This is an optimization exercise on Yosys and OpenROAD, whose aim is small area, a short achievable clock period and few clock cycles, not a production implementation.
RTL that was checked went through simulation tests only; none was proved equivalent to the original.
Only the layout flow was run in runs 1 and 2; the RTL was not checked for function there.
Power is estimated from default activity; no workload was simulated.

==> flow/design.v <==
module scu (
  input             clk,
  input             rst,         
  input             bus_valid,
  input             bus_write,
  input      [9:0]  bus_addr,    
  input      [31:0] bus_wdata,
  output            bus_ready,
  output reg [31:0] bus_rdata
);
  localparam [3:0] E_ILLEGAL  = 4'd1;
  localparam [3:0] E_RANGE    = 4'd2;
  localparam [3:0] E_INVSYM   = 4'd3;
  localparam [3:0] E_MALLEN   = 4'd4;
  localparam [3:0] E_KIND     = 4'd5;
  localparam [3:0] E_CSUM     = 4'd6;
  localparam [3:0] E_BADPARAM = 4'd7;
  localparam [5:0] OP_NOP    = 6'h00;
  localparam [5:0] OP_CLRERR = 6'h01;
  localparam [5:0] OP_CLRSYM = 6'h02;
  localparam [5:0] OP_EXT    = 6'h04;
  localparam [5:0] OP_INS    = 6'h05;
  localparam [5:0] OP_XCIPH  = 6'h08;
  localparam [5:0] OP_CSUM   = 6'h0C;
  localparam [5:0] OP_CSTORE = 6'h0D;
  localparam [5:0] OP_CVER   = 6'h0E;
  localparam [5:0] OP_VKIND  = 6'h0F;
  localparam [5:0] OP_LUTF   = 6'h10;
  localparam [5:0] OP_LUTR   = 6'h11;
  localparam [5:0] OP_FMT    = 6'h12;
  localparam [5:0] OP_PARSE  = 6'h13;
  function [5:0] cipher_entry(input r, input [5:0] idx);
    begin
      cipher_entry = 6'd0;
      if (!r) begin
        case (idx)
          6'd0: cipher_entry = 6'd21;
          6'd1: cipher_entry = 6'd35;
          6'd2: cipher_entry = 6'd46;
          6'd3: cipher_entry = 6'd4;
          6'd4: cipher_entry = 6'd13;
          6'd5: cipher_entry = 6'd63;
          6'd6: cipher_entry = 6'd26;
          6'd7: cipher_entry = 6'd16;
          6'd8: cipher_entry = 6'd58;
          6'd9: cipher_entry = 6'd47;
          6'd10: cipher_entry = 6'd30;
          6'd11: cipher_entry = 6'd32;
          6'd12: cipher_entry = 6'd15;
          6'd13: cipher_entry = 6'd62;
          6'd14: cipher_entry = 6'd54;
          6'd15: cipher_entry = 6'd55;
          6'd16: cipher_entry = 6'd9;
          6'd17: cipher_entry = 6'd41;
          6'd18: cipher_entry = 6'd59;
          6'd19: cipher_entry = 6'd49;
          6'd20: cipher_entry = 6'd2;
          6'd21: cipher_entry = 6'd22;
          6'd22: cipher_entry = 6'd61;
          6'd23: cipher_entry = 6'd56;
          6'd24: cipher_entry = 6'd40;
          6'd25: cipher_entry = 6'd19;
          6'd26: cipher_entry = 6'd52;
          6'd27: cipher_entry = 6'd50;
          6'd28: cipher_entry = 6'd1;
          6'd29: cipher_entry = 6'd11;
          6'd30: cipher_entry = 6'd10;
          6'd31: cipher_entry = 6'd53;
          6'd32: cipher_entry = 6'd14;
          6'd33: cipher_entry = 6'd27;
          6'd34: cipher_entry = 6'd18;
          6'd35: cipher_entry = 6'd44;
          6'd36: cipher_entry = 6'd33;
          6'd37: cipher_entry = 6'd45;
          6'd38: cipher_entry = 6'd37;
          6'd39: cipher_entry = 6'd48;
          6'd40: cipher_entry = 6'd25;
          6'd41: cipher_entry = 6'd42;
          6'd42: cipher_entry = 6'd6;
          6'd43: cipher_entry = 6'd57;
          6'd44: cipher_entry = 6'd60;
          6'd45: cipher_entry = 6'd23;
          6'd46: cipher_entry = 6'd51;
          6'd47: cipher_entry = 6'd0;
          default: cipher_entry = 6'd0;
        endcase
      end else begin
        case (idx)
          6'd0: cipher_entry = 6'd11;
          6'd1: cipher_entry = 6'd48;
          6'd2: cipher_entry = 6'd21;
          6'd3: cipher_entry = 6'd58;
          6'd4: cipher_entry = 6'd31;
          6'd5: cipher_entry = 6'd4;
          6'd6: cipher_entry = 6'd41;
          6'd7: cipher_entry = 6'd14;
          6'd8: cipher_entry = 6'd51;
          6'd9: cipher_entry = 6'd24;
          6'd10: cipher_entry = 6'd61;
          6'd11: cipher_entry = 6'd34;
          6'd12: cipher_entry = 6'd7;
          6'd13: cipher_entry = 6'd44;
          6'd14: cipher_entry = 6'd17;
          6'd15: cipher_entry = 6'd54;
          6'd16: cipher_entry = 6'd27;
          6'd17: cipher_entry = 6'd0;
          6'd18: cipher_entry = 6'd37;
          6'd19: cipher_entry = 6'd10;
          6'd20: cipher_entry = 6'd47;
          6'd21: cipher_entry = 6'd20;
          6'd22: cipher_entry = 6'd57;
          6'd23: cipher_entry = 6'd30;
          6'd24: cipher_entry = 6'd3;
          6'd25: cipher_entry = 6'd40;
          6'd26: cipher_entry = 6'd13;
          6'd27: cipher_entry = 6'd50;
          6'd28: cipher_entry = 6'd23;
          6'd29: cipher_entry = 6'd60;
          6'd30: cipher_entry = 6'd33;
          6'd31: cipher_entry = 6'd6;
          6'd32: cipher_entry = 6'd43;
          6'd33: cipher_entry = 6'd16;
          6'd34: cipher_entry = 6'd53;
          6'd35: cipher_entry = 6'd26;
          6'd36: cipher_entry = 6'd63;
          6'd37: cipher_entry = 6'd36;
          6'd38: cipher_entry = 6'd9;
          6'd39: cipher_entry = 6'd46;
          6'd40: cipher_entry = 6'd19;
          6'd41: cipher_entry = 6'd56;
          6'd42: cipher_entry = 6'd29;
          6'd43: cipher_entry = 6'd2;
          6'd44: cipher_entry = 6'd39;
          6'd45: cipher_entry = 6'd12;
          6'd46: cipher_entry = 6'd49;
          6'd47: cipher_entry = 6'd22;
          default: cipher_entry = 6'd0;
        endcase
      end
    end
  endfunction
  function [20:0] alpha_entry(input r, input [5:0] v);
    begin
      alpha_entry = 21'd0;
      if (!r) begin
        case (v)
          6'd0: alpha_entry = 21'h0042;
          6'd1: alpha_entry = 21'h0044;
          6'd2: alpha_entry = 21'h0046;
          6'd3: alpha_entry = 21'h0047;
          6'd4: alpha_entry = 21'h0048;
          6'd5: alpha_entry = 21'h004A;
          6'd6: alpha_entry = 21'h004C;
          6'd7: alpha_entry = 21'h004D;
          6'd8: alpha_entry = 21'h2660;
          6'd9: alpha_entry = 21'h2665;
          6'd10: alpha_entry = 21'h2666;
          6'd11: alpha_entry = 21'h2663;
          6'd12: alpha_entry = 21'h0023;
          6'd13: alpha_entry = 21'h004E;
          6'd14: alpha_entry = 21'h0051;
          6'd15: alpha_entry = 21'h0052;
          6'd16: alpha_entry = 21'h0053;
          6'd17: alpha_entry = 21'h0054;
          6'd18: alpha_entry = 21'h0057;
          6'd19: alpha_entry = 21'h0059;
          6'd20: alpha_entry = 21'h0021;
          6'd21: alpha_entry = 21'h25CF;
          6'd22: alpha_entry = 21'h25B2;
          6'd23: alpha_entry = 21'h25A0;
          6'd24: alpha_entry = 21'h002B;
          6'd25: alpha_entry = 21'h002D;
          6'd26: alpha_entry = 21'h0062;
          6'd27: alpha_entry = 21'h0064;
          6'd28: alpha_entry = 21'h0066;
          6'd29: alpha_entry = 21'h0067;
          6'd30: alpha_entry = 21'h0068;
          6'd31: alpha_entry = 21'h006A;
          6'd32: alpha_entry = 21'h006D;
          6'd33: alpha_entry = 21'h0024;
          6'd34: alpha_entry = 21'h002A;
          6'd35: alpha_entry = 21'h002F;
          6'd36: alpha_entry = 21'h003A;
          6'd37: alpha_entry = 21'h007E;
          6'd38: alpha_entry = 21'h006E;
          6'd39: alpha_entry = 21'h0071;
          6'd40: alpha_entry = 21'h0072;
          6'd41: alpha_entry = 21'h0073;
          6'd42: alpha_entry = 21'h0074;
          6'd43: alpha_entry = 21'h0077;
          6'd44: alpha_entry = 21'h0079;
          6'd45: alpha_entry = 21'h003F;
          6'd46: alpha_entry = 21'h0025;
          6'd47: alpha_entry = 21'h0026;
          6'd48: alpha_entry = 21'h0028;
          6'd49: alpha_entry = 21'h003D;
          6'd50: alpha_entry = 21'h0029;
          6'd51: alpha_entry = 21'h0032;
          6'd52: alpha_entry = 21'h0033;
          6'd53: alpha_entry = 21'h0034;
          6'd54: alpha_entry = 21'h0035;
          6'd55: alpha_entry = 21'h0036;
          6'd56: alpha_entry = 21'h0037;
          6'd57: alpha_entry = 21'h0038;
          6'd58: alpha_entry = 21'h0039;
          6'd59: alpha_entry = 21'h2191;
          6'd60: alpha_entry = 21'h2193;
          6'd61: alpha_entry = 21'h2190;
          6'd62: alpha_entry = 21'h2192;
          6'd63: alpha_entry = 21'h0040;
          default: alpha_entry = 21'd0;
        endcase
      end else begin
        case (v)
          6'd0: alpha_entry = 21'h3041;
          6'd1: alpha_entry = 21'h3042;
          6'd2: alpha_entry = 21'h3043;
          6'd3: alpha_entry = 21'h3044;
          6'd4: alpha_entry = 21'h3045;
          6'd5: alpha_entry = 21'h3046;
          6'd6: alpha_entry = 21'h3047;
          6'd7: alpha_entry = 21'h3048;
          6'd8: alpha_entry = 21'h3049;
          6'd9: alpha_entry = 21'h304A;
          6'd10: alpha_entry = 21'h304B;
          6'd11: alpha_entry = 21'h304C;
          6'd12: alpha_entry = 21'h304D;
          6'd13: alpha_entry = 21'h304E;
          6'd14: alpha_entry = 21'h304F;
          6'd15: alpha_entry = 21'h3050;
          6'd16: alpha_entry = 21'h3051;
          6'd17: alpha_entry = 21'h3052;
          6'd18: alpha_entry = 21'h3053;
          6'd19: alpha_entry = 21'h3054;
          6'd20: alpha_entry = 21'h3055;
          6'd21: alpha_entry = 21'h3056;
          6'd22: alpha_entry = 21'h3057;
          6'd23: alpha_entry = 21'h3058;
          6'd24: alpha_entry = 21'h3059;
          6'd25: alpha_entry = 21'h305A;
          6'd26: alpha_entry = 21'h305B;
          6'd27: alpha_entry = 21'h305C;
          6'd28: alpha_entry = 21'h305D;
          6'd29: alpha_entry = 21'h305E;
          6'd30: alpha_entry = 21'h305F;
          6'd31: alpha_entry = 21'h3060;
          6'd32: alpha_entry = 21'h3061;
          6'd33: alpha_entry = 21'h3062;
          6'd34: alpha_entry = 21'h3063;
          6'd35: alpha_entry = 21'h3064;
          6'd36: alpha_entry = 21'h3065;
          6'd37: alpha_entry = 21'h3066;
          6'd38: alpha_entry = 21'h3067;
          6'd39: alpha_entry = 21'h3068;
          6'd40: alpha_entry = 21'h3069;
          6'd41: alpha_entry = 21'h306A;
          6'd42: alpha_entry = 21'h306B;
          6'd43: alpha_entry = 21'h306C;
          6'd44: alpha_entry = 21'h306D;
          6'd45: alpha_entry = 21'h306E;
          6'd46: alpha_entry = 21'h306F;
          6'd47: alpha_entry = 21'h3070;
          6'd48: alpha_entry = 21'h3071;
          6'd49: alpha_entry = 21'h3072;
          6'd50: alpha_entry = 21'h3073;
          6'd51: alpha_entry = 21'h3074;
          6'd52: alpha_entry = 21'h3075;
          6'd53: alpha_entry = 21'h3076;
          6'd54: alpha_entry = 21'h3077;
          6'd55: alpha_entry = 21'h3078;
          6'd56: alpha_entry = 21'h3079;
          6'd57: alpha_entry = 21'h307A;
          6'd58: alpha_entry = 21'h307B;
          6'd59: alpha_entry = 21'h307C;
          6'd60: alpha_entry = 21'h307D;
          6'd61: alpha_entry = 21'h307E;
          6'd62: alpha_entry = 21'h307F;
          6'd63: alpha_entry = 21'h3080;
          default: alpha_entry = 21'd0;
        endcase
      end
    end
  endfunction
  reg  [5:0]  sym [0:19];
  reg  [20:0] txt [0:31];
  reg  [4:0]  len;
  reg         region;
  reg  [31:0] val;
  reg  [7:0]  sum;
  reg  [2:0]  err;
  reg  [5:0]  tlen;
  reg  [9:0]  ra;
  reg  [9:0]  rn;          
  reg  [9:0]  msel;        
  reg  [31:0] rd;
  reg         rv;
  reg         fbusy;
  reg  [4:0]  fidx;
  reg  [2:0]  fgrp;
  reg  [4:0]  fpos;
  reg  [5:0]  pp;
  reg  [5:0]  pcnt;
  reg         pbad;
  reg         ppend;       
  reg  [5:0]  pbuf [0:19];
  reg         lbusy;       
  reg         lbusy2;      
  reg         lq_w, lq_p;
  reg         ps1;         
  reg  [4:0]  lq_j;
  reg         lq_hit, lq_space;
  reg  [5:0]  lq_sym;
  reg  [7:0]  csum_q;
  reg         spend;
  wire [7:0]  sum_eff = spend ? csum_q : sum;
  wire [4:0] last_idx = len - 5'd1;
  wire       busy = ppend | lbusy | lbusy2;
  reg  ok_r, ok_w;
  wire a_hit = (bus_addr == ra) & ok_r;
  assign bus_ready = bus_write ? ok_w : a_hit;
  always @(*) bus_rdata = rd;
  wire acc    = bus_valid & bus_ready;
  wire acc_wr = acc & bus_write;
  wire acc_rd = acc & ~bus_write;
  wire a_txt = (bus_addr[9:5] == 5'b00100);
  wire a_sym = (bus_addr[9:6] == 4'b0001) && (bus_addr[5:0] < 6'd20);
  reg [119:0] stream;
  integer si;
  always @(*) begin
    for (si = 0; si < 120; si = si + 1)
      stream[si] = sym[si / 6][5 - (si % 6)];
  end
  wire [5:0] c_op  = bus_wdata[5:0];
  wire [6:0] c_off = bus_wdata[12:6];
  wire [5:0] c_wid = bus_wdata[18:13];
  wire [2:0] c_k   = bus_wdata[21:19];
  wire       c_rsv = |bus_wdata[31:22];
  reg c_assigned, c_fmt_n, c_fmt_f, c_fmt_k;
  always @(*) begin
    c_assigned = 1'b0; c_fmt_n = 1'b0; c_fmt_f = 1'b0; c_fmt_k = 1'b0;
    case (c_op)
      OP_NOP, OP_CLRERR, OP_CLRSYM, OP_XCIPH, OP_CSUM, OP_CSTORE,
      OP_LUTF, OP_LUTR, OP_FMT, OP_PARSE: begin c_assigned = 1'b1; c_fmt_n = 1'b1; end
      OP_EXT, OP_INS:                     begin c_assigned = 1'b1; c_fmt_f = 1'b1; end
      OP_CVER, OP_VKIND:                  begin c_assigned = 1'b1; c_fmt_k = 1'b1; end
      default: ;
    endcase
  end
  reg c_fields_ok;
  always @(*) begin
    c_fields_ok = 1'b1;
    if (c_fmt_n && (c_off != 7'd0 || c_wid != 6'd0 || c_k != 3'd0)) c_fields_ok = 1'b0;
    if (c_fmt_f && (c_k != 3'd0 || c_wid > 6'd32))                   c_fields_ok = 1'b0;
    if (c_fmt_k && (c_off != 7'd0 || c_wid != 6'd0))                 c_fields_ok = 1'b0;
    if (c_op == OP_CVER  && (c_k == 3'd0 || c_k > 3'd4))             c_fields_ok = 1'b0;
    if (c_op == OP_VKIND && c_k > 3'd3)                              c_fields_ok = 1'b0;
  end
  wire [6:0] f_limit = {2'b00, len} * 7'd6;
  wire [8:0] f_sum   = {2'b00, c_off} + {3'b000, c_wid} + {2'b00, ~f_limit};
  wire       f_range_bad = |f_sum[8:7];
  wire [159:0] e0 = {40'd0, stream};
  wire [94:0]  e6 = c_off[6] ? e0[64 +: 95] : e0[0 +: 95];
  wire [62:0]  e5 = c_off[5] ? e6[32 +: 63] : e6[0 +: 63];
  wire [46:0]  e4 = c_off[4] ? e5[16 +: 47] : e5[0 +: 47];
  wire [38:0]  e3 = c_off[3] ? e4[8 +: 39]  : e4[0 +: 39];
  wire [34:0]  e2 = c_off[2] ? e3[4 +: 35]  : e3[0 +: 35];
  wire [32:0]  e1 = c_off[1] ? e2[2 +: 33]  : e2[0 +: 33];
  wire [31:0]  ex = c_off[0] ? e1[1 +: 32]  : e1[0 +: 32];
  reg  [31:0]  wmask;
  integer wk;
  always @(*) for (wk = 0; wk < 32; wk = wk + 1) wmask[wk] = (c_wid > wk);
  wire [31:0]  ext_value = ex & wmask;
  wire [32:0]  i0 = c_off[0] ? {val, 1'b0} : {1'b0, val};
  wire [34:0]  i1 = c_off[1] ? {i0, 2'b0}  : {2'b0, i0};
  wire [38:0]  i2 = c_off[2] ? {i1, 4'b0}  : {4'b0, i1};
  wire [46:0]  i3 = c_off[3] ? {i2, 8'b0}  : {8'b0, i2};
  wire [62:0]  i4 = c_off[4] ? {i3, 16'b0} : {16'b0, i3};
  wire [94:0]  i5 = c_off[5] ? {i4, 32'b0} : {32'b0, i4};
  wire [158:0] i6 = c_off[6] ? {i5, 64'b0} : {64'b0, i5};
  wire [32:0]  m0 = c_off[0] ? {wmask, 1'b0} : {1'b0, wmask};
  wire [34:0]  m1 = c_off[1] ? {m0, 2'b0}  : {2'b0, m0};
  wire [38:0]  m2 = c_off[2] ? {m1, 4'b0}  : {4'b0, m1};
  wire [46:0]  m3 = c_off[3] ? {m2, 8'b0}  : {8'b0, m2};
  wire [62:0]  m4 = c_off[4] ? {m3, 16'b0} : {16'b0, m3};
  wire [94:0]  m5 = c_off[5] ? {m4, 32'b0} : {32'b0, m4};
  wire [158:0] m6 = c_off[6] ? {m5, 64'b0} : {64'b0, m5};
  wire [119:0] ins_m = m6[119:0];
  wire [119:0] ins_stream = (stream & ~ins_m) | (i6[119:0] & ins_m);
  reg  [5:0] last_sym;
  integer li;
  always @(*) begin
    last_sym = 6'd0;
    for (li = 0; li < 20; li = li + 1) last_sym = last_sym | (sym[li] & {6{ll[li]}});
  end
  wire [3:0] cver_mask = (c_k == 3'd1) ? 4'b0001 :
                         (c_k == 3'd2) ? 4'b0011 :
                         (c_k == 3'd3) ? 4'b0111 : 4'b1111;
  wire cver_bad = |((sum_eff[3:0] ^ last_sym[3:0]) & cver_mask);
  wire [1:0] kind_d = {sym[0][1], sym[0][2]};
  reg  [19:0] lt;
  wire [19:0] ll = lt & ~{1'b0, lt[19:1]};
  wire [7:0] csum_all = ({2'b00, sym[0]} & {8{lt[1]}}) +
                    ({2'b00, sym[1]} & {8{lt[2]}}) +
                    ({2'b00, sym[2]} & {8{lt[3]}}) +
                    ({2'b00, sym[3]} & {8{lt[4]}}) +
                    ({2'b00, sym[4]} & {8{lt[5]}}) +
                    ({2'b00, sym[5]} & {8{lt[6]}}) +
                    ({2'b00, sym[6]} & {8{lt[7]}}) +
                    ({2'b00, sym[7]} & {8{lt[8]}}) +
                    ({2'b00, sym[8]} & {8{lt[9]}}) +
                    ({2'b00, sym[9]} & {8{lt[10]}}) +
                    ({2'b00, sym[10]} & {8{lt[11]}}) +
                    ({2'b00, sym[11]} & {8{lt[12]}}) +
                    ({2'b00, sym[12]} & {8{lt[13]}}) +
                    ({2'b00, sym[13]} & {8{lt[14]}}) +
                    ({2'b00, sym[14]} & {8{lt[15]}}) +
                    ({2'b00, sym[15]} & {8{lt[16]}}) +
                    ({2'b00, sym[16]} & {8{lt[17]}}) +
                    ({2'b00, sym[17]} & {8{lt[18]}}) +
                    ({2'b00, sym[18]} & {8{lt[19]}});
  wire [2:0] key = sym[0][5:3];
  reg  [5:0] xsym [0:19];
  integer xi;
  always @(*) begin
    for (xi = 0; xi < 20; xi = xi + 1)
      xsym[xi] = sym[xi] ^ cipher_entry(region, {1'b0, key, 2'b00} + xi[5:0]);
    xsym[0] = {key, xsym[0][2:0]};
  end
  function [9:0] next_of(input [9:0] a, input [5:0] tl);
    begin
      next_of = a;
      if (a == 10'd6) next_of = 10'd128;
      else if (a == 10'd4) next_of = 10'd1;
      else if (a[9:5] == 5'b00100)
        next_of = ({1'b0, a[4:0]} + 6'd1 == tl || a[4:0] == 5'd31) ? 10'd1 : a + 10'd1;
    end
  endfunction
  reg [31:0] rmux;
  always @(*) begin
    rmux = 32'd0;
    if (msel[9:6] == 4'b0000) begin
      case (msel[5:0])
        6'd1: rmux = {29'd0, err};
        6'd2: rmux = {27'd0, len};
        6'd3: rmux = {31'd0, region};
        6'd4: rmux = val;
        6'd5: rmux = {24'd0, sum_eff};
        6'd6: rmux = {26'd0, tlen};
        default: rmux = 32'd0;
      endcase
    end else if (msel[9:6] == 4'b0001) begin
      if (msel[5:0] < 6'd20) rmux = {26'd0, sym[msel[4:0]]};
    end else if (msel[9:5] == 5'b00100) begin
      rmux = {11'd0, txt[msel[4:0]]};
    end
  end
  wire [5:0]  fwd_in  = fbusy ? sym[fidx] : val[5:0];
  wire [20:0] fwd_out = alpha_entry(region, fwd_in);
  wire        p_issue = ppend & ~lq_w & ~lq_p & ~ps1 & ~pbad & (pp < tlen);
  wire [20:0] rev_in = lbusy ? val[20:0] : ps1 ? rd[20:0] : bus_wdata[20:0];
  wire        rev_hi_ok = lbusy ? (val[31:21] == 11'd0) : 1'b1;
  reg         rev_hit0;
  reg  [5:0]  rev_out;
  integer ri;
  always @(*) begin
    rev_hit0 = 1'b0;
    rev_out = 6'd0;
    for (ri = 0; ri < 64; ri = ri + 1) begin
      if (rev_in == alpha_entry(region, ri[5:0])) begin
        rev_hit0 = 1'b1;
        rev_out = ri[5:0];
      end
    end
  end
  wire rev_hit = rev_hit0 & rev_hi_ok;
  wire rev_space = (rev_in == 21'h20);
  wire a_cmd   = acc_wr & (bus_addr == 10'd0);
  wire c_legal = c_assigned & ~c_rsv;
  wire c_run   = a_cmd & c_legal & c_fields_ok &
                 ((err == 3'd0) | (c_op == OP_NOP) | (c_op == OP_CLRERR));
  wire c_illegal = a_cmd & (~c_legal | ~c_fields_ok);
  wire q_step = (lq_w | lq_p) & (lq_j == pp[4:0]) & ~pp[5];
  reg  [5:0] pp1, pcnt1;
  reg        pbad1;
  always @(*) begin
    pp1 = pp; pcnt1 = pcnt; pbad1 = pbad;
    if (q_step) begin
      pbad1 = 1'b0;
      if (lq_space) pp1 = pp + 6'd1;
      else if (lq_hit) begin pp1 = pp + 6'd1; pcnt1 = pcnt + 6'd1; end
      else pbad1 = 1'b1;
    end
  end
  wire q_busy   = lq_w | lq_p | ps1;
  wire p_invsym = pbad & (pp < tlen);
  wire p_ready  = ~q_busy & (p_invsym | (pp == tlen));
  wire p_ok     = ~p_invsym & (pcnt == {1'b0, len});
  wire [4:0] tlen_fmt = len + ((len > 5'd15) ? 5'd3 : (len > 5'd10) ? 5'd2 :
                               (len > 5'd5) ? 5'd1 : 5'd0);
  wire w_txt    = acc_wr & a_txt;
  wire [4:0] w_txt_i = bus_addr[4:0];
  wire w_region = acc_wr & (bus_addr == 10'd3);
  wire c_fmt    = c_run & (c_op == OP_FMT);
  wire c_parse  = c_run & (c_op == OP_PARSE);
  wire p_restart = w_region | c_fmt | fbusy | (w_txt & ({1'b0, w_txt_i} < pp1)) |
                   (c_parse & ~q_busy & (pp > tlen)) | (ppend & ~q_busy & (pp > tlen));
  reg  [2:0]  err_nx;
  always @(*) begin
    err_nx = err;
    if (c_illegal) begin
      if (err == 3'd0) err_nx = E_ILLEGAL[2:0];
    end else if (c_run) begin
      case (c_op)
        OP_CLRERR: err_nx = 3'd0;
        OP_EXT, OP_INS: if (f_range_bad) err_nx = E_RANGE[2:0];
        OP_CVER:   if (cver_bad) err_nx = E_CSUM[2:0];
        OP_VKIND:  if (kind_d != c_k[1:0]) err_nx = E_KIND[2:0];
        OP_LUTF:   if (val > 32'd63) err_nx = E_INVSYM[2:0];
        OP_PARSE:  if (p_ready & p_invsym) err_nx = E_INVSYM[2:0];
                   else if (p_ready & ~p_ok) err_nx = E_MALLEN[2:0];
        default: ;
      endcase
    end
  end
  wire ext_ok = c_run & (c_op == OP_EXT) & ~f_range_bad;
  wire c_slow = (c_op == OP_LUTR) | (c_op == OP_LUTF) | ((c_op == OP_PARSE) & ~p_ready);
  wire f_space = (fidx != 5'd0 && fgrp == 3'd5);
  wire [20:0] fmt_char = f_space ? 21'h20 : fwd_out;
  wire [9:0]  f_addr   = {5'b00100, fpos};
  wire [20:0] txt_wd = (fbusy ? fmt_char : bus_wdata[20:0]) & {21{~rst}};
  wire [4:0]  txt_wa = fbusy ? fpos : bus_addr[4:0];
  wire        txt_we = fbusy | (acc_wr & a_txt);
  integer j;
  always @(posedge clk) begin
    for (j = 0; j < 32; j = j + 1)
      if (rst | (txt_we & (txt_wa == j))) txt[j] <= txt_wd;
  end
  wire        w_tlen_ok = acc_wr & (bus_addr == 10'd6) & (bus_wdata <= 32'd32);
  wire [5:0]  tlen_n = c_fmt ? {1'b0, tlen_fmt} : w_tlen_ok ? bus_wdata[5:0] : tlen;
  wire        rd_miss = bus_valid & ~bus_write & ~busy & (bus_addr != ra);
  reg  [9:0]  ra_n;
  reg         rv_n, rd_we;
  reg  [31:0] rd_n;
  always @(*) begin
    ra_n  = ra;
    rv_n  = rv;
    rd_we = 1'b0;
    rd_n  = rmux;
    if (acc_rd) begin
      ra_n  = rn;
      rv_n  = 1'b1;
      rd_we = 1'b1;
      if (fbusy && rn == f_addr) rd_n = {11'd0, fmt_char};
    end else if (a_cmd) begin
      rd_we = 1'b1;
      if (c_op == OP_FMT) begin
        ra_n = 10'd6;
        rd_n = {26'd0, tlen_n};
        rv_n = 1'b1;
      end else if (c_op == OP_EXT) begin
        ra_n = 10'd4;
        rd_n = ext_ok ? ext_value : val;
        rv_n = 1'b1;
      end else begin
        ra_n = 10'd1;
        rd_n = {29'd0, err_nx};
        rv_n = ~(c_run & c_slow);
      end
    end else if (acc_wr) begin
      rv_n = 1'b0;
    end else if (rd_miss) begin
      ra_n = bus_addr;
      rv_n = 1'b0;
    end else if (busy) begin
      rv_n  = 1'b0;
      rd_we = p_issue;
    end else if (!rv) begin
      rd_we = 1'b1;
      rv_n  = 1'b1;
      if (fbusy && ra == f_addr) rd_n = {11'd0, fmt_char};
    end else if (fbusy && ra == f_addr) begin
      rd_we = 1'b1;
      rd_n  = {11'd0, fmt_char};
    end
  end
  wire [9:0] rn_n    = next_of(ra_n, tlen_n);
  wire       ppend_n = ppend ? ~p_ready : (c_parse & ~p_ready);
  wire [5:0] pp_n    = p_restart ? 6'd0 : pp1;
  wire [9:0] msel_n  = ppend_n ? {5'b00100, pp_n[4:0]} : (rv_n ? rn_n : ra_n);
  wire       lbusy_n = c_run & (c_op == OP_LUTR);
  wire       busy_n  = ppend_n | lbusy_n | lbusy;
  wire       fdone   = fbusy & ~f_space & (fidx == last_idx);
  wire       fbusy_n = c_fmt | (fbusy & ~fdone);
  wire [4:0] fpos_n  = c_fmt ? 5'd0 : fbusy ? fpos + 5'd1 : fpos;
  wire       ra_pend_n = fbusy_n & (ra_n[9:5] == 5'b00100) & (ra_n[4:0] >= fpos_n);
  always @(posedge clk) begin
    if (rd_we) rd <= rd_n;
    csum_q   <= csum_all;
    lq_j     <= ppend ? pp[4:0] : w_txt_i;
    lq_hit   <= rev_hit;
    lq_space <= rev_space;
    lq_sym   <= rev_out;
  end
  integer i;
  always @(posedge clk) begin
    if (rst) begin
      for (i = 0; i < 20; i = i + 1) sym[i] <= 6'd0;
      len    <= 5'd20;
      lt     <= 20'hFFFFF;
      region <= 1'b0;
      val    <= 32'd0;
      sum    <= 8'd0;
      err    <= 3'd0;
      tlen   <= 6'd0;
      ra     <= 10'd1;
      rn     <= 10'd1;
      msel   <= 10'd1;
      rv     <= 1'b0;
      fbusy  <= 1'b0;
      fidx   <= 5'd0;
      fgrp   <= 3'd0;
      fpos   <= 5'd0;
      pp     <= 6'd0;
      pcnt   <= 6'd0;
      pbad   <= 1'b0;
      ppend  <= 1'b0;
      lbusy  <= 1'b0;
      lbusy2 <= 1'b0;
      ok_r   <= 1'b0;
      ok_w   <= 1'b1;
      lq_w   <= 1'b0;
      lq_p   <= 1'b0;
      ps1    <= 1'b0;
      spend  <= 1'b0;
    end else begin
      if (acc_wr) begin
        if (bus_addr == 10'd2) begin
          if (bus_wdata >= 32'd1 && bus_wdata <= 32'd20) begin
            len <= bus_wdata[4:0];
            for (i = 0; i < 20; i = i + 1) lt[i] <= (i < bus_wdata[4:0]);
          end
          else if (err == 3'd0) err <= E_BADPARAM[2:0];
        end else if (bus_addr == 10'd3) begin
          region <= bus_wdata[0];
        end else if (bus_addr == 10'd4) begin
          val <= bus_wdata;
        end else if (bus_addr == 10'd6) begin
          if (bus_wdata <= 32'd32) tlen <= bus_wdata[5:0];
          else if (err == 3'd0) err <= E_BADPARAM[2:0];
        end else if (a_sym) begin
          if (bus_wdata <= 32'd63) sym[bus_addr[4:0]] <= bus_wdata[5:0];
          else if (err == 3'd0) err <= E_INVSYM[2:0];
        end
      end
      if (a_cmd) err <= err_nx;
      if (c_run) begin
        case (c_op)
          OP_CLRSYM: for (i = 0; i < 20; i = i + 1) sym[i] <= 6'd0;
          OP_EXT:    if (!f_range_bad) val <= ext_value;
          OP_INS: begin
            if (!f_range_bad)
              for (i = 0; i < 120; i = i + 1)
                sym[i / 6][5 - (i % 6)] <= ins_stream[i];
          end
          OP_XCIPH: begin
            for (i = 0; i < 20; i = i + 1)
              if (lt[i]) sym[i] <= xsym[i];
          end
          OP_CSUM:   spend <= 1'b1;
          OP_CSTORE: for (i = 0; i < 20; i = i + 1) if (ll[i]) sym[i][3:0] <= sum_eff[3:0];
          OP_LUTF:   if (val <= 32'd63) val <= {11'd0, fwd_out};
          OP_LUTR:   lbusy <= 1'b1;
          OP_FMT: begin
            tlen  <= {1'b0, tlen_fmt};
            fbusy <= 1'b1;
            fidx  <= 5'd0;
            fgrp  <= 3'd0;
            fpos  <= 5'd0;
          end
          OP_PARSE: begin
            if (p_ready) begin
              if (p_ok) for (i = 0; i < 20; i = i + 1) if (lt[i]) sym[i] <= pbuf[i];
            end else begin
              ppend <= 1'b1;
            end
          end
          default: ;
        endcase
      end
      lbusy2 <= lbusy;
      if (lbusy) lbusy <= 1'b0;
      if (lbusy2) begin
        if (!lq_hit) err <= E_INVSYM[2:0];
        else val <= {26'd0, lq_sym};
      end
      if (ppend && p_ready) begin
        ppend <= 1'b0;
        if (p_invsym) err <= E_INVSYM[2:0];
        else if (!p_ok) err <= E_MALLEN[2:0];
        else for (i = 0; i < 20; i = i + 1) if (lt[i]) sym[i] <= pbuf[i];
      end
      if (fbusy) begin
        if (f_space) begin
          fgrp <= 3'd0;
        end else begin
          fgrp <= fgrp + 3'd1;
          fidx <= fidx + 5'd1;
          if (fidx == last_idx) fbusy <= 1'b0;
        end
        fpos <= fpos + 5'd1;
      end
      lq_w     <= w_txt & ~fbusy;
      lq_p     <= ps1;
      ps1      <= p_issue;
      if (p_restart) begin
        pp   <= 6'd0;
        pcnt <= 6'd0;
        pbad <= 1'b0;
      end else begin
        pp   <= pp1;
        pcnt <= pcnt1;
        pbad <= pbad1;
      end
      if (q_step && !lq_space && lq_hit && pcnt < 6'd20) pbuf[pcnt[4:0]] <= lq_sym;
      if (spend) begin
        sum   <= csum_q;
        spend <= 1'b0;
      end
      ra   <= ra_n;
      rv   <= rv_n;
      ok_r <= ~busy_n & rv_n & ~ra_pend_n;
      ok_w <= ~busy_n & ~fbusy_n;
      rn   <= rn_n;
      msel <= msel_n;
    end
  end
endmodule
==> flow/run.sh <==
#!/bin/bash
# synth_recipe.tcl (not shown) runs the flow's synth.tcl, then flattens the netlist and writes it again
# the make line also repeats each setting of config.mk as NAME=value (left out here)
make -C /OpenROAD-flow-scripts/flow DESIGN_CONFIG=/design/flow/config.mk WORK_HOME=/design/flow/orfs CLKGATE_MAP_FILE= SYNTH_SCRIPT=/design/flow/synth_recipe.tcl finish
==> flow/config.mk <==
export PLATFORM = sky130hd
export DESIGN_NAME = scu
export DESIGN_NICKNAME = scu
export VERILOG_FILES = /design/flow/design.v
export SDC_FILE = /design/flow/constraint.sdc
export NUM_CORES = 8
export LEC_CHECK = 0
export ABC_CLOCK_PERIOD_IN_PS = 5000
export CAP_MARGIN = 20
export CORE_MARGIN = 2
export CORE_UTILIZATION = 40
export SETUP_SLACK_MARGIN = 4.5
export SLEW_MARGIN = 20
==> flow/constraint.sdc <==
create_clock -name core_clock -period 10.0 [get_ports {clk}]
set_input_delay 2.0000 -clock core_clock [delete_from_list [all_inputs] [get_ports {clk}]]
set_output_delay 2.0000 -clock core_clock [all_outputs]
set_load 0.01 [all_outputs]
==> out/metrics.cfg, run 1 <==
[status]
status=finished clean

[cells_and_area]
postLayoutCoreUtil=0.480
layout.cells.non_filler=10700
post_route_cells_drive_above_1_share=0.188
area_growth_syn_to_layout_pct=19.0
finalNetCount=8309

[yosys]
synth-main-ff-cell=sky130_fd_sc_hd__edfxtp_1
ys_seq_elements=1178
yosys.cell_count.top_type=sky130_fd_sc_hd__edfxtp_1
netlist-cell-type-count=99
synth_area_leaders=sky130_fd_sc_hd__edfxtp_1, sky130_fd_sc_hd__mux4_2, sky130_fd_sc_hd__nand2_1, sky130_fd_sc_hd__dfxtp_1, sky130_fd_sc_hd__mux2i_1
yosysTopAreaCell=sky130_fd_sc_hd__edfxtp_1
asyncSetResetFlopFracSynth=0
netlist_top_cells_count=sky130_fd_sc_hd__edfxtp_1, sky130_fd_sc_hd__nand2_1, sky130_fd_sc_hd__nor2_1
syn-cell-area_sq_um=76700
synth.yosys.seq_area_share=0.440
postSynthCellCount=7776
synth-edff-count=1016
syn_area_per_cell_sq_um=9.87
yosys_warn_count=3
synth_largest_type_area_fraction=0.398

[run]
max_cap_viol_count=0

[place]
detailedPlacementHpwl_microns=349000
placedCellCount=10200
buffer_ports.inserted=78
routabilityCongestion=1.18

[critical_path]
worst_r2r_startpoint=len[0]
cp_cell_sequence=buf_4 -> inv_2 -> buf_4 -> mux2i_1 -> o21ai_0 -> nor2_1 -> a21oi_1 -> and2_1 -> o21ai_0 -> mux2i_2 -> nor3_1 -> o32ai_1
critical_path_sink_type=register
critical_path.max_fanout=33
critical_path.reg2reg.endpoint=sym[6][1]
critical_path_arrival_ns=6.24
worst_path_largest_cell_delay_ns=0.71
critical_path.slowest_cell=sky130_fd_sc_hd__mux2i_1
reg2reg_depth=17
crit_start_category=input port
worstPathRequired_ns=10.56
critical_path_class=in -> reg
r2r_setup_slack_ns=4.40

[timing]
final_min_period_over_clock_period=0.568
setup_repair_after_global_routing_missed_its_margin=true
timing.clock.skew_ns=0.0498
hold_viol=0
timing.final.setup_violations=0
setup-tns-final_ns=0
finalMaxSlewViolations=0
time_the_worst_path_needs_with_i_o_delays_and_setup_ns=5.68
final.hold.worst_slack_ns=0.501
tightestPinTransition_ns=1.37
timing.fmax_mhz=176
relSlewSlack=0.0632

[global_route]
groute.usage.overall=0.491
initial_antenna_violation_count=69
number_of_global_route_vias_before_repair=70400
first_pass_grt_wire_length_microns=650000
grt_start_max_net_pins=75
grt_remaining_overflow=0

[clocking]
cts-buffers-inserted=135
cts.path.max_buffers=3
clock_sinks=1178
clock_latency_at_the_later_pin_of_the_worst_skew_pair_ns=0.84
cts.clk_slew.worst_paths_ns=0.06
hold_buffers_post_cts=0
cts_htree_levels=4
tritoncts=done
clock_tree.root_cell=sky130_fd_sc_hd__clkbuf_16

[route]
vias_per_cell=7.32
route.detailed.drc=0
detailedRoute.firstPassIterationCount=13
detailedRoute.firstIterationViolations=14200
vias=78700
wl_per_cell_microns=46.5
routed_wl_microns=499000
drt.antenna.violating_nets=0

[pwr]
total_power_mw=14.4
vdd.ir_drop.worst_v=0.000490
power_per_standard_cell_area_nw_per_um2=158
power.leakage_nw=33.4

[worst_hold_path]
min_delay_path_depth=2
min-delay-start=fgrp[1]
worstHoldPathType=reg -> reg
worstHoldEndpoint=fgrp[1]

[die]
row_count=160
die-width_microns=442
fp.coreArea_sq_um=190000
start_util=0.403
die-height_microns=442
floorplan.die_area_sq_um=195000
io-pin-count=79

-- cell type report --
cell class / instances / area (sq um)
clock inverter: 78 / 892
antenna: 91 / 228
fill: 17600 / 99000
inverter: 222 / 876
sequential: 1178 / 33800
tap: 2511 / 3140
timing repair buffer: 687 / 6450
multi-input combinational: 5809 / 42400
clock buffer: 166 / 3540
-- cells in the final DEF (no fill, tap or decap), types with 143 or more instances in the layout --
cell type and instances:
sky130_fd_sc_hd__mux4_2 173, sky130_fd_sc_hd__inv_1 197, sky130_fd_sc_hd__nand2_1 893, sky130_fd_sc_hd__clkbuf_16 143, sky130_fd_sc_hd__a21oi_1 414, sky130_fd_sc_hd__nor2_1 612, sky130_fd_sc_hd__nor3_1 155, sky130_fd_sc_hd__o21ai_0 438
sky130_fd_sc_hd__a22oi_1 395, sky130_fd_sc_hd__buf_4 501, sky130_fd_sc_hd__mux2i_1 265, sky130_fd_sc_hd__nand3_1 150, sky130_fd_sc_hd__edfxtp_1 1016
-- per-stage QoR --
step,cell area (sq um),setup WS [ns]
after floorplan,77600,4.12
after global placement,82200,1.44
after detailed placement,82200,1.40
after CTS,88800,4.47
after global routing,91100,4.39
final,91300,4.32
-- cells by family after synthesis --
logic type	after synthesis	share of synthesized area
AOI/OAI and AO/OA	2315	0.201
xor gates and xnor gates	188	0.0216
adders and majority gates	232	0.0478
buffers and inverters	871	0.0433
DFF	1178	0.440
muxes	555	0.102
other	1	0.0000489
and+or+nand+nor	2436	0.144
-- flip-flops by register name, summed over array words and instances, names as in the netlist, 10 cells and up --
| register | flops |
|---|---|
| lt | 20 |
| msel | 10 |
| pbuf | 120 |
| ra | 10 |
| rd | 32 |
| rn | 10 |
| sym | 192 |
| txt | 672 |
| val | 32 |
-- routing by layer --
metal  vias to the layer above  share of wire  GRT usage  routed length, microns
met5                         -         0.0019     0.0159                     948
met4                        36           0.11      0.447                   57000
met3                      2349           0.14      0.211                   70100
met2                      7572           0.41      0.707                  207000
met1                     38600           0.33      0.548                  164000
li1                      30100              -          -                       -
-- worst max-delay path: cells and delay by family --
kind / cells / cell delay [ns]
muxes: 2 / 0.99
and+or+nand+nor: 3 / 0.83
AOI/OAI and AO/OA: 4 / 1.16
buffers and inverters: 3 / 1.21
-- what timing repair did --
item,CTS,global route
pin swaps,39,64
gates cloned,11,12
endpoints found under the setup margin,696,476
setup buffers,98,96
resized for setup,279,250
-- power by group --
part	leakage, nW	internal (mW)	total (mW)	switching [mW]
registers	11.8	5.62	5.74	0.114
clock network	2.13	2.88	5.11	2.23
logic	19.5	1.11	3.54	2.43
total	33.4	9.62	14.4	4.77
-- worst max-delay path by stage --
stage            endpoint     startpoint  slack [ns]
2_1_floorplan  sym[10][0]   bus_wdata[7]        4.12
3_3_place_gp   sym[12][1]  bus_wdata[19]        1.44
3_5_place_dp   sym[12][3]  bus_wdata[19]        1.40
4_1_cts         sym[8][4]  bus_wdata[13]        4.47
5_1_grt        sym[15][4]         len[2]        4.39
6_report        sym[5][3]   bus_wdata[8]        4.32
==> run 2, diff against run 1 <==
--- a/flow/design.v
+++ b/flow/design.v
@@ -356,6 +356,6 @@
     if (c_op == OP_VKIND && c_k > 3'd3)                              c_fields_ok = 1'b0;
   end
-  wire [6:0] f_limit = {2'b00, len} * 7'd6;
-  wire [8:0] f_sum   = {2'b00, c_off} + {3'b000, c_wid} + {2'b00, ~f_limit};
+  reg  [6:0] f_nlim;      
+  wire [8:0] f_sum   = {2'b00, c_off} + {3'b000, c_wid} + {2'b00, f_nlim};
   wire       f_range_bad = |f_sum[8:7];
   wire [159:0] e0 = {40'd0, stream};
@@ -386,5 +386,4 @@
   wire [158:0] m6 = c_off[6] ? {m5, 64'b0} : {64'b0, m5};
   wire [119:0] ins_m = m6[119:0];
-  wire [119:0] ins_stream = (stream & ~ins_m) | (i6[119:0] & ins_m);
   reg  [5:0] last_sym;
   integer li;
@@ -480,4 +479,19 @@
                  ((err == 3'd0) | (c_op == OP_NOP) | (c_op == OP_CLRERR));
   wire c_illegal = a_cmd & (~c_legal | ~c_fields_ok);
+  wire err0   = (err == 3'd0);
+  wire c_base = a_cmd & ~c_rsv & err0;
+  wire c_nz   = (c_off == 7'd0) & (c_wid == 6'd0);
+  wire c_n    = c_nz & (c_k == 3'd0);
+  wire c_f    = (c_k == 3'd0) & ~(c_wid[5] & (c_wid[4:0] != 5'd0));
+  wire r_clrsym = c_base & (c_op == OP_CLRSYM) & c_n;
+  wire r_ext    = c_base & (c_op == OP_EXT) & c_f;
+  wire r_ins    = c_base & (c_op == OP_INS) & c_f;
+  wire r_xciph  = c_base & (c_op == OP_XCIPH) & c_n;
+  wire r_csum   = c_base & (c_op == OP_CSUM) & c_n;
+  wire r_cstore = c_base & (c_op == OP_CSTORE) & c_n;
+  wire r_lutf   = c_base & (c_op == OP_LUTF) & c_n;
+  wire r_lutr   = c_base & (c_op == OP_LUTR) & c_n;
+  wire r_fmt    = c_base & (c_op == OP_FMT) & c_n;
+  wire r_parse  = c_base & (c_op == OP_PARSE) & c_n;
   wire q_step = (lq_w | lq_p) & (lq_j == pp[4:0]) & ~pp[5];
   reg  [5:0] pp1, pcnt1;
@@ -501,6 +515,6 @@
   wire [4:0] w_txt_i = bus_addr[4:0];
   wire w_region = acc_wr & (bus_addr == 10'd3);
-  wire c_fmt    = c_run & (c_op == OP_FMT);
-  wire c_parse  = c_run & (c_op == OP_PARSE);
+  wire c_fmt    = r_fmt;
+  wire c_parse  = r_parse;
   wire p_restart = w_region | c_fmt | fbusy | (w_txt & ({1'b0, w_txt_i} < pp1)) |
                    (c_parse & ~q_busy & (pp > tlen)) | (ppend & ~q_busy & (pp > tlen));
@@ -523,5 +537,5 @@
     end
   end
-  wire ext_ok = c_run & (c_op == OP_EXT) & ~f_range_bad;
+  wire ext_ok = r_ext & ~f_range_bad;
   wire c_slow = (c_op == OP_LUTR) | (c_op == OP_LUTF) | ((c_op == OP_PARSE) & ~p_ready);
   wire f_space = (fidx != 5'd0 && fgrp == 3'd5);
@@ -588,5 +602,5 @@
   wire [5:0] pp_n    = p_restart ? 6'd0 : pp1;
   wire [9:0] msel_n  = ppend_n ? {5'b00100, pp_n[4:0]} : (rv_n ? rn_n : ra_n);
-  wire       lbusy_n = c_run & (c_op == OP_LUTR);
+  wire       lbusy_n = r_lutr;
   wire       busy_n  = ppend_n | lbusy_n | lbusy;
   wire       fdone   = fbusy & ~f_space & (fidx == last_idx);
@@ -608,4 +622,5 @@
       len    <= 5'd20;
       lt     <= 20'hFFFFF;
+      f_nlim <= ~7'd120;
       region <= 1'b0;
       val    <= 32'd0;
@@ -639,4 +654,5 @@
             len <= bus_wdata[4:0];
             for (i = 0; i < 20; i = i + 1) lt[i] <= (i < bus_wdata[4:0]);
+            f_nlim <= ~({2'b00, bus_wdata[4:0]} * 7'd6);
           end
           else if (err == 3'd0) err <= E_BADPARAM[2:0];
@@ -654,37 +670,29 @@
       end
       if (a_cmd) err <= err_nx;
-      if (c_run) begin
-        case (c_op)
-          OP_CLRSYM: for (i = 0; i < 20; i = i + 1) sym[i] <= 6'd0;
-          OP_EXT:    if (!f_range_bad) val <= ext_value;
-          OP_INS: begin
-            if (!f_range_bad)
-              for (i = 0; i < 120; i = i + 1)
-                sym[i / 6][5 - (i % 6)] <= ins_stream[i];
-          end
-          OP_XCIPH: begin
-            for (i = 0; i < 20; i = i + 1)
-              if (lt[i]) sym[i] <= xsym[i];
-          end
-          OP_CSUM:   spend <= 1'b1;
-          OP_CSTORE: for (i = 0; i < 20; i = i + 1) if (ll[i]) sym[i][3:0] <= sum_eff[3:0];
-          OP_LUTF:   if (val <= 32'd63) val <= {11'd0, fwd_out};
-          OP_LUTR:   lbusy <= 1'b1;
-          OP_FMT: begin
-            tlen  <= {1'b0, tlen_fmt};
-            fbusy <= 1'b1;
-            fidx  <= 5'd0;
-            fgrp  <= 3'd0;
-            fpos  <= 5'd0;
-          end
-          OP_PARSE: begin
-            if (p_ready) begin
-              if (p_ok) for (i = 0; i < 20; i = i + 1) if (lt[i]) sym[i] <= pbuf[i];
-            end else begin
-              ppend <= 1'b1;
-            end
-          end
-          default: ;
-        endcase
+      if (r_clrsym) for (i = 0; i < 20; i = i + 1) sym[i] <= 6'd0;
+      if (r_ext & ~f_range_bad) val <= ext_value;
+      if (r_ins & ~f_range_bad)
+        for (i = 0; i < 120; i = i + 1)
+          if (ins_m[i]) sym[i / 6][5 - (i % 6)] <= i6[i];
+      if (r_xciph)
+        for (i = 0; i < 20; i = i + 1)
+          if (lt[i]) sym[i] <= xsym[i];
+      if (r_csum) spend <= 1'b1;
+      if (r_cstore) for (i = 0; i < 20; i = i + 1) if (ll[i]) sym[i][3:0] <= sum_eff[3:0];
+      if (r_lutf & (val <= 32'd63)) val <= {11'd0, fwd_out};
+      if (r_lutr) lbusy <= 1'b1;
+      if (r_fmt) begin
+        tlen  <= {1'b0, tlen_fmt};
+        fbusy <= 1'b1;
+        fidx  <= 5'd0;
+        fgrp  <= 3'd0;
+        fpos  <= 5'd0;
+      end
+      if (r_parse) begin
+        if (p_ready) begin
+          if (p_ok) for (i = 0; i < 20; i = i + 1) if (lt[i]) sym[i] <= pbuf[i];
+        end else begin
+          ppend <= 1'b1;
+        end
       end
       lbusy2 <= lbusy;
--- a/flow/config.mk
+++ b/flow/config.mk
@@ -9,5 +9,5 @@
 export CAP_MARGIN = 20
 export CORE_MARGIN = 2
-export CORE_UTILIZATION = 40
-export SETUP_SLACK_MARGIN = 4.5
+export CORE_UTILIZATION = 55
+export SETUP_SLACK_MARGIN = 5
 export SLEW_MARGIN = 20
==> out/metrics.cfg, run 2 <==
[yosys]
syn_area_per_cell_sq_um=9.80  ; was 9.87 sq um
syn-cell-area_sq_um=76500  ; was 76700 sq um
postSynthCellCount=7803  ; was 7776
post_synth_xor_xnor_area=0.0238  ; was 0.0216
asyncSetResetFlopFracSynth=0  ; unchanged
post_synth_mux_area_share=0.0918  ; was 0.102
synth-main-ff-cell=sky130_fd_sc_hd__edfxtp_1  ; unchanged
synth-edff-count=1016  ; unchanged
ys_seq_elements=1184  ; was 1178
synth_largest_type_area_fraction=0.399  ; was 0.398
yosysTopAreaCell=sky130_fd_sc_hd__edfxtp_1  ; unchanged
yosys.cell_count.top_type=sky130_fd_sc_hd__nand2_1  ; was sky130_fd_sc_hd__edfxtp_1
yosys_warn_count=3  ; unchanged
synth_area_leaders=sky130_fd_sc_hd__edfxtp_1, sky130_fd_sc_hd__nand2_1, sky130_fd_sc_hd__mux4_2, sky130_fd_sc_hd__dfxtp_1, sky130_fd_sc_hd__a22oi_1  ; was sky130_fd_sc_hd__edfxtp_1, sky130_fd_sc_hd__mux4_2, sky130_fd_sc_hd__nand2_1, sky130_fd_sc_hd__dfxtp_1, sky130_fd_sc_hd__mux2i_1
netlist_top_cells_count=sky130_fd_sc_hd__nand2_1, sky130_fd_sc_hd__edfxtp_1, sky130_fd_sc_hd__nor2_1  ; was sky130_fd_sc_hd__edfxtp_1, sky130_fd_sc_hd__nand2_1, sky130_fd_sc_hd__nor2_1
netlist-cell-type-count=104  ; was 99
synth-adder-area-share=0.0488  ; was 0.0478
synth-simple-area-share=0.158  ; was 0.144
synth_compound_gate_area_share=0.193  ; was 0.201
synth.yosys.seq_area_share=0.443  ; was 0.440
synth_top_family_by_area=compound AO/OA/AOI/OAI gates  ; unchanged

[place]
detailedPlacementHpwl_microns=315000  ; was 349000 microns
dp_slack_ns=1.91  ; was 1.40 ns
buffer_ports.inserted=78  ; unchanged
routabilityCongestion=1.18  ; about the same
dpl_cell_area_sq_um=80500  ; was 82200 sq um
placedCellCount=9469  ; was 10200

[die]
io-pin-count=79  ; unchanged
start_util=0.555  ; was 0.403
row_count=136  ; was 160
die-width_microns=377  ; was 442 microns
die-height_microns=377  ; was 442 microns

[status]
stop_stage=5_1_grt
error_message=[ERROR GRT-0232] Routing congestion too high. Check the congestion heatmap in the GUI.
status=aborted with a tool error  ; was finished clean

[global_route]
groute.usage.overall=0.735
grt_start_max_net_pins=85
grt_remaining_overflow=56

[clocking]
clock_tree.root_cell=sky130_fd_sc_hd__clkbuf_16  ; unchanged
cts.path.max_buffers=3  ; unchanged
hold_buffers_post_cts=0  ; unchanged
cts_htree_levels=3  ; was 4
cts-buffers-inserted=120  ; was 135
clock_sinks=1184  ; was 1178

[run 2: metal layers]
layer / global-route usage / overflow
met3: 0.562 / 0
met1: 0.763 / 0
met4: 0.717 / 24
met5: 0.277 / 1
met2: 0.888 / 31
[run 2: timing repair]
item,in CTS
gates resized for setup,626
pin swaps,117
gates cloned,17
setup buffers,207
setup endpoints to repair,734
[run 2: worst min-delay path by stage]
stage | start | to | cells after the start
global placement | lt[14] | lt[14] | 2
detailed placement | lt[14] | lt[14] | 2
CTS | lt[11] | lt[11] | 2
floorplan | sum[4] | sum[4] | 2
[run 2: cells by family after synthesis]
group / after synthesis
AOI/OAI and AO/OA: 2240
xor gates and xnor gates: 208
adders and majority gates: 237
buffers and inverters: 809
DFF: 1184
muxes: 487
other: 1
and+or+nand+nor: 2637
[run 2: power by group through the flow]
stage               Clock, mW  Combinational (mW)  Sequential, mW
floorplan                   0                1.59            5.86
global placement            0                2.58            5.92
detailed placement          0                2.68            5.95
CTS                      4.68                3.11            5.85
==> run 3, diff against run 2 <==
--- a/flow/design.v
+++ b/flow/design.v
@@ -291,8 +291,7 @@
   reg  [5:0]  tlen;
   reg  [9:0]  ra;
-  reg  [9:0]  rn;          
-  reg  [9:0]  msel;        
-  reg  [31:0] rd;
-  reg         rv;
+  reg  [31:0] s_txt;
+  reg  [19:0] s_sym;
+  reg  [6:1]  s_reg;
   reg         fbusy;
   reg  [4:0]  fidx;
@@ -307,5 +306,4 @@
   reg         lbusy2;      
   reg         lq_w, lq_p;
-  reg         ps1;         
   reg  [4:0]  lq_j;
   reg         lq_hit, lq_space;
@@ -319,5 +317,5 @@
   wire a_hit = (bus_addr == ra) & ok_r;
   assign bus_ready = bus_write ? ok_w : a_hit;
-  always @(*) bus_rdata = rd;
+  always @(*) bus_rdata = rmux;
   wire acc    = bus_valid & bus_ready;
   wire acc_wr = acc & bus_write;
@@ -378,12 +376,24 @@
   wire [94:0]  i5 = c_off[5] ? {i4, 32'b0} : {32'b0, i4};
   wire [158:0] i6 = c_off[6] ? {i5, 64'b0} : {64'b0, i5};
-  wire [32:0]  m0 = c_off[0] ? {wmask, 1'b0} : {1'b0, wmask};
-  wire [34:0]  m1 = c_off[1] ? {m0, 2'b0}  : {2'b0, m0};
-  wire [38:0]  m2 = c_off[2] ? {m1, 4'b0}  : {4'b0, m1};
-  wire [46:0]  m3 = c_off[3] ? {m2, 8'b0}  : {8'b0, m2};
-  wire [62:0]  m4 = c_off[4] ? {m3, 16'b0} : {16'b0, m3};
-  wire [94:0]  m5 = c_off[5] ? {m4, 32'b0} : {32'b0, m4};
-  wire [158:0] m6 = c_off[6] ? {m5, 64'b0} : {64'b0, m5};
-  wire [119:0] ins_m = m6[119:0];
+  wire [7:0]  f_end = {1'b0, c_off} + {2'b00, c_wid};
+  reg  [15:0] oh_lt, oh_eq, eh_gt, eh_eq;
+  reg  [7:0]  ol_le, el_gt;
+  reg  [119:0] ins_m;
+  integer mk, mp;
+  always @(*) begin
+    for (mk = 0; mk < 16; mk = mk + 1) begin
+      oh_lt[mk] = (c_off[6:3] < mk);
+      oh_eq[mk] = (c_off[6:3] == mk);
+      eh_gt[mk] = (f_end[7:3] > mk);
+      eh_eq[mk] = (f_end[7:3] == mk);
+    end
+    for (mk = 0; mk < 8; mk = mk + 1) begin
+      ol_le[mk] = (c_off[2:0] <= mk);
+      el_gt[mk] = (f_end[2:0] > mk);
+    end
+    for (mp = 0; mp < 120; mp = mp + 1)
+      ins_m[mp] = (oh_lt[mp / 8] | (oh_eq[mp / 8] & ol_le[mp % 8])) &
+                  (eh_gt[mp / 8] | (eh_eq[mp / 8] & el_gt[mp % 8]));
+  end
   reg  [5:0] last_sym;
   integer li;
@@ -436,26 +446,21 @@
   endfunction
   reg [31:0] rmux;
+  integer mi;
   always @(*) begin
-    rmux = 32'd0;
-    if (msel[9:6] == 4'b0000) begin
-      case (msel[5:0])
-        6'd1: rmux = {29'd0, err};
-        6'd2: rmux = {27'd0, len};
-        6'd3: rmux = {31'd0, region};
-        6'd4: rmux = val;
-        6'd5: rmux = {24'd0, sum_eff};
-        6'd6: rmux = {26'd0, tlen};
-        default: rmux = 32'd0;
-      endcase
-    end else if (msel[9:6] == 4'b0001) begin
-      if (msel[5:0] < 6'd20) rmux = {26'd0, sym[msel[4:0]]};
-    end else if (msel[9:5] == 5'b00100) begin
-      rmux = {11'd0, txt[msel[4:0]]};
-    end
+    rmux = {29'd0, err} & {32{s_reg[1]}};
+    rmux = rmux | ({27'd0, len} & {32{s_reg[2]}});
+    rmux = rmux | ({31'd0, region} & {32{s_reg[3]}});
+    rmux = rmux | (val & {32{s_reg[4]}});
+    rmux = rmux | ({24'd0, sum} & {32{s_reg[5]}});    
+    rmux = rmux | ({26'd0, tlen} & {32{s_reg[6]}});
+    for (mi = 0; mi < 20; mi = mi + 1)
+      rmux = rmux | ({26'd0, sym[mi]} & {32{s_sym[mi]}});
+    for (mi = 0; mi < 32; mi = mi + 1)
+      rmux = rmux | ({11'd0, txt[mi]} & {32{s_txt[mi]}});
   end
   wire [5:0]  fwd_in  = fbusy ? sym[fidx] : val[5:0];
   wire [20:0] fwd_out = alpha_entry(region, fwd_in);
-  wire        p_issue = ppend & ~lq_w & ~lq_p & ~ps1 & ~pbad & (pp < tlen);
-  wire [20:0] rev_in = lbusy ? val[20:0] : ps1 ? rd[20:0] : bus_wdata[20:0];
+  wire        p_issue = ppend & ~lq_w & ~lq_p & ~pbad & (pp < tlen);
+  wire [20:0] rev_in = lbusy ? val[20:0] : ppend ? rmux[20:0] : bus_wdata[20:0];
   wire        rev_hi_ok = lbusy ? (val[31:21] == 11'd0) : 1'b1;
   reg         rev_hit0;
@@ -506,5 +511,5 @@
     end
   end
-  wire q_busy   = lq_w | lq_p | ps1;
+  wire q_busy   = lq_w | lq_p;
   wire p_invsym = pbad & (pp < tlen);
   wire p_ready  = ~q_busy & (p_invsym | (pp == tlen));
@@ -537,6 +542,4 @@
     end
   end
-  wire ext_ok = r_ext & ~f_range_bad;
-  wire c_slow = (c_op == OP_LUTR) | (c_op == OP_LUTF) | ((c_op == OP_PARSE) & ~p_ready);
   wire f_space = (fidx != 5'd0 && fgrp == 3'd5);
   wire [20:0] fmt_char = f_space ? 21'h20 : fwd_out;
@@ -552,54 +555,16 @@
   wire        w_tlen_ok = acc_wr & (bus_addr == 10'd6) & (bus_wdata <= 32'd32);
   wire [5:0]  tlen_n = c_fmt ? {1'b0, tlen_fmt} : w_tlen_ok ? bus_wdata[5:0] : tlen;
-  wire        rd_miss = bus_valid & ~bus_write & ~busy & (bus_addr != ra);
+  wire        rd_miss = bus_valid & ~bus_write & (bus_addr != ra);
   reg  [9:0]  ra_n;
-  reg         rv_n, rd_we;
-  reg  [31:0] rd_n;
   always @(*) begin
-    ra_n  = ra;
-    rv_n  = rv;
-    rd_we = 1'b0;
-    rd_n  = rmux;
-    if (acc_rd) begin
-      ra_n  = rn;
-      rv_n  = 1'b1;
-      rd_we = 1'b1;
-      if (fbusy && rn == f_addr) rd_n = {11'd0, fmt_char};
-    end else if (a_cmd) begin
-      rd_we = 1'b1;
-      if (c_op == OP_FMT) begin
-        ra_n = 10'd6;
-        rd_n = {26'd0, tlen_n};
-        rv_n = 1'b1;
-      end else if (c_op == OP_EXT) begin
-        ra_n = 10'd4;
-        rd_n = ext_ok ? ext_value : val;
-        rv_n = 1'b1;
-      end else begin
-        ra_n = 10'd1;
-        rd_n = {29'd0, err_nx};
-        rv_n = ~(c_run & c_slow);
-      end
-    end else if (acc_wr) begin
-      rv_n = 1'b0;
-    end else if (rd_miss) begin
-      ra_n = bus_addr;
-      rv_n = 1'b0;
-    end else if (busy) begin
-      rv_n  = 1'b0;
-      rd_we = p_issue;
-    end else if (!rv) begin
-      rd_we = 1'b1;
-      rv_n  = 1'b1;
-      if (fbusy && ra == f_addr) rd_n = {11'd0, fmt_char};
-    end else if (fbusy && ra == f_addr) begin
-      rd_we = 1'b1;
-      rd_n  = {11'd0, fmt_char};
-    end
+    ra_n = ra;
+    if (acc_rd) ra_n = next_of(ra, tlen);
+    else if (a_cmd) ra_n = (c_op == OP_FMT) ? 10'd6 : (c_op == OP_EXT) ? 10'd4 : 10'd1;
+    else if (acc_wr) ra_n = ra;
+    else if (rd_miss) ra_n = bus_addr;
   end
-  wire [9:0] rn_n    = next_of(ra_n, tlen_n);
   wire       ppend_n = ppend ? ~p_ready : (c_parse & ~p_ready);
   wire [5:0] pp_n    = p_restart ? 6'd0 : pp1;
-  wire [9:0] msel_n  = ppend_n ? {5'b00100, pp_n[4:0]} : (rv_n ? rn_n : ra_n);
+  wire [9:0] msel_n  = ppend_n ? {5'b00100, pp_n[4:0]} : ra_n;
   wire       lbusy_n = r_lutr;
   wire       busy_n  = ppend_n | lbusy_n | lbusy;
@@ -609,5 +574,13 @@
   wire       ra_pend_n = fbusy_n & (ra_n[9:5] == 5'b00100) & (ra_n[4:0] >= fpos_n);
   always @(posedge clk) begin
-    if (rd_we) rd <= rd_n;
+    if (rst) begin
+      s_txt <= 32'd0;
+      s_sym <= 20'd0;
+      s_reg <= 6'b000001;
+    end else begin
+      for (mi = 0; mi < 32; mi = mi + 1) s_txt[mi] <= (msel_n == 10'd128 + mi);
+      for (mi = 0; mi < 20; mi = mi + 1) s_sym[mi] <= (msel_n == 10'd64 + mi);
+      for (mi = 1; mi < 7; mi = mi + 1)  s_reg[mi] <= (msel_n == mi);
+    end
     csum_q   <= csum_all;
     lq_j     <= ppend ? pp[4:0] : w_txt_i;
@@ -629,7 +602,4 @@
       tlen   <= 6'd0;
       ra     <= 10'd1;
-      rn     <= 10'd1;
-      msel   <= 10'd1;
-      rv     <= 1'b0;
       fbusy  <= 1'b0;
       fidx   <= 5'd0;
@@ -642,9 +612,8 @@
       lbusy  <= 1'b0;
       lbusy2 <= 1'b0;
-      ok_r   <= 1'b0;
+      ok_r   <= 1'b1;
       ok_w   <= 1'b1;
       lq_w   <= 1'b0;
       lq_p   <= 1'b0;
-      ps1    <= 1'b0;
       spend  <= 1'b0;
     end else begin
@@ -719,6 +688,5 @@
       end
       lq_w     <= w_txt & ~fbusy;
-      lq_p     <= ps1;
-      ps1      <= p_issue;
+      lq_p     <= p_issue;
       if (p_restart) begin
         pp   <= 6'd0;
@@ -736,9 +704,6 @@
       end
       ra   <= ra_n;
-      rv   <= rv_n;
-      ok_r <= ~busy_n & rv_n & ~ra_pend_n;
+      ok_r <= ~busy_n & ~ra_pend_n;
       ok_w <= ~busy_n & ~fbusy_n;
-      rn   <= rn_n;
-      msel <= msel_n;
     end
   end
--- a/flow/config.mk
+++ b/flow/config.mk
@@ -6,8 +6,9 @@
 export NUM_CORES = 8
 export LEC_CHECK = 0
-export ABC_CLOCK_PERIOD_IN_PS = 5000
 export CAP_MARGIN = 20
 export CORE_MARGIN = 2
-export CORE_UTILIZATION = 55
+export CORE_UTILIZATION = 40
+export CTS_BUF_LIST = sky130_fd_sc_hd__clkbuf_4 sky130_fd_sc_hd__clkbuf_8
 export SETUP_SLACK_MARGIN = 5
 export SLEW_MARGIN = 20
+export TNS_END_PERCENT = 30
==> out/metrics.cfg, run 3 <==
[status]
status=finished clean  ; was aborted with a tool error

[critical_path]
critical_path_sink_type=register
worstPathRequired_ns=10.86
critical_path.slowest_cell=sky130_fd_sc_hd__a21oi_2
cp_cell_sequence=buf_2 -> fa_1 -> ha_1 -> o21a_1 -> o211ai_1 -> buf_4 -> and4_2 -> o21ai_0 -> a21oi_2 -> a31oi_1 -> a21oi_1 -> mux2i_1 -> o21ai_0
reg2reg_depth=17
critical_path_cell_count=13
critical_path_class=in -> reg

[route]
route.detailed.drc=0
detailedRoute.firstPassIterationCount=12
drt.antenna.violating_nets=0
vias_per_cell=7.35

[timing]
tightestPinTransition_ns=1.35
relSlewSlack=0.0951
final.hold.worst_slack_ns=0.479
timing.final.setup_violations=0
time_the_worst_path_needs_with_i_o_delays_and_setup_ns=5.54
final_min_period_over_clock_period=0.554

[cells_and_area]
registers.top_by_ff_count=txt
area_growth_syn_to_layout_pct=20.1
largest_reg_flops=672
finalNetCount=8024
layout.cells.most_common=sky130_fd_sc_hd__edfxtp_1

[die]
io-pin-count=79  ; unchanged
fp.coreArea_sq_um=181000
die-width_microns=430  ; was 377 microns
die-height_microns=430  ; was 377 microns

[clocking]
cts_htree_levels=4  ; was 3
hold_buffers_post_cts=0  ; unchanged
clock_sinks=1188  ; was 1184
cts.path.max_buffers=3  ; unchanged
clock_tree.root_cell=sky130_fd_sc_hd__clkbuf_8  ; was sky130_fd_sc_hd__clkbuf_16
tritoncts=done

[yosys]
yosys.cell_count.top_type=sky130_fd_sc_hd__edfxtp_1  ; was sky130_fd_sc_hd__nand2_1
asyncSetResetFlopFracSynth=0  ; unchanged
synth.yosys.seq_area_share=0.462  ; was 0.443
syn-cell-area_sq_um=72700  ; was 76500 sq um
synth-adder-area-share=0.0512  ; was 0.0488
post_synth_xor_xnor_area=0.0250  ; was 0.0238
ys_seq_elements=1188  ; was 1184
netlist_top_cells_count=sky130_fd_sc_hd__edfxtp_1, sky130_fd_sc_hd__nand2_1, sky130_fd_sc_hd__nor2_1  ; was sky130_fd_sc_hd__nand2_1, sky130_fd_sc_hd__edfxtp_1, sky130_fd_sc_hd__nor2_1
synth_compound_gate_area_share=0.195  ; was 0.193

[global_route]
grt_start_max_net_pins=148
number_of_global_route_vias_before_repair=68000
groute.usage.overall=0.523
initial_antenna_violation_count=92

[pwr]
vdd.ir_drop.worst_v=0.000237
power_per_standard_cell_area_nw_per_um2=154

[place]
detailedPlacementHpwl_microns=342000  ; was 315000 microns

run 3: cell count changes after synthesis, moves of 45 or more:
| cell | change |
|---|---|
| sky130_fd_sc_hd__nand2_1 | -124 |
| sky130_fd_sc_hd__a21oi_1 | -98 |
| sky130_fd_sc_hd__o21ai_0 | -89 |
| sky130_fd_sc_hd__mux4_2 | -62 |
| sky130_fd_sc_hd__and3_1 | -50 |
| sky130_fd_sc_hd__a22o_1 | +45 |
run 3: cells by family after synthesis:
family                     count (synthesis)
muxes                                    413
and+or+nand+nor                         2428
other                                      1
buffers and inverters                    699
AOI/OAI and AO/OA                       2078
DFF                                     1188
xor gates and xnor gates                 208
adders and majority gates                235
run 3: worst min-delay path, delay by kind of cell, from the launching register on:
kind,cells,cell delay (ns)
flip-flops,1,0.32
AO/OA/AOI/OAI,1,0.05
AND/OR/NAND/NOR,1,0.06
run 3: stage by stage:
step                      instances  power, mW  setup slack, ns  area (sq um)
after floorplan                7321       7.23             4.34         73100
after detailed placement       9640       8.37             1.60         78100
after global routing          10300       13.7             4.57         87200
final                         10400       13.5             4.46         87400
after CTS                     10200       13.2             4.74         86400
after global placement         9639       8.36             1.66         78100
run 3: final cells by class:
class | count | area (sq um)
Sequential cell | 1188 | 33700
Timing Repair Buffer | 734 | 6940
Antenna cell | 107 | 268
Clock inverter | 99 | 857
Fill cell | 16800 | 93400
Clock buffer | 271 | 3320
Multi-Input combinational cell | 5439 | 38700
Tap cell | 2370 | 2970
Inverter | 180 | 687
run 3: power by group through the flow:
| stage | Combinational [mW] | Clock [mW] | Sequential [mW] |
|---|---|---|---|
| 2_1_floorplan | 1.38 | 0 | 5.85 |
| 3_3_place_gp | 2.45 | 0 | 5.91 |
| 3_5_place_dp | 2.45 | 0 | 5.92 |
| 4_1_cts | 2.80 | 4.63 | 5.78 |
| 5_1_grt | 3.11 | 4.83 | 5.80 |
| 6_report | 3.06 | 4.64 | 5.78 |
run 3: per-layer routing:
layer	vias to the layer above	part of all wire	global-route usage	wire, microns
met2	7655	0.40	0.726	201000
li1	28700	-	-	-
met4	34	0.12	0.469	57800
met1	37400	0.33	0.584	165000
met5	-	0.00090	0.0250	449
met3	2512	0.15	0.264	74000
run 3: final timing paths:
check | startpoint | endpoint | slack [ns]
setup reg to reg | sym[0][3] | sym[15][5] | 4.56
setup / recovery | bus_wdata[10] | sym[3][2] | 4.46
hold / removal | f_nlim[4] | f_nlim[4] | 0.48
hold reg to reg | f_nlim[4] | f_nlim[4] | 0.48
run 3: what timing repair did:
item	in CTS	in global routing
pin swaps	84	15
buffers inserted	220	35
endpoints found under the setup margin	797	676
gates resized for setup	489	37
hold endpoints to repair	0	0
cloned	7	2
Testbench counts of run 3, summed over its fixed seeds: cycles 10,500.
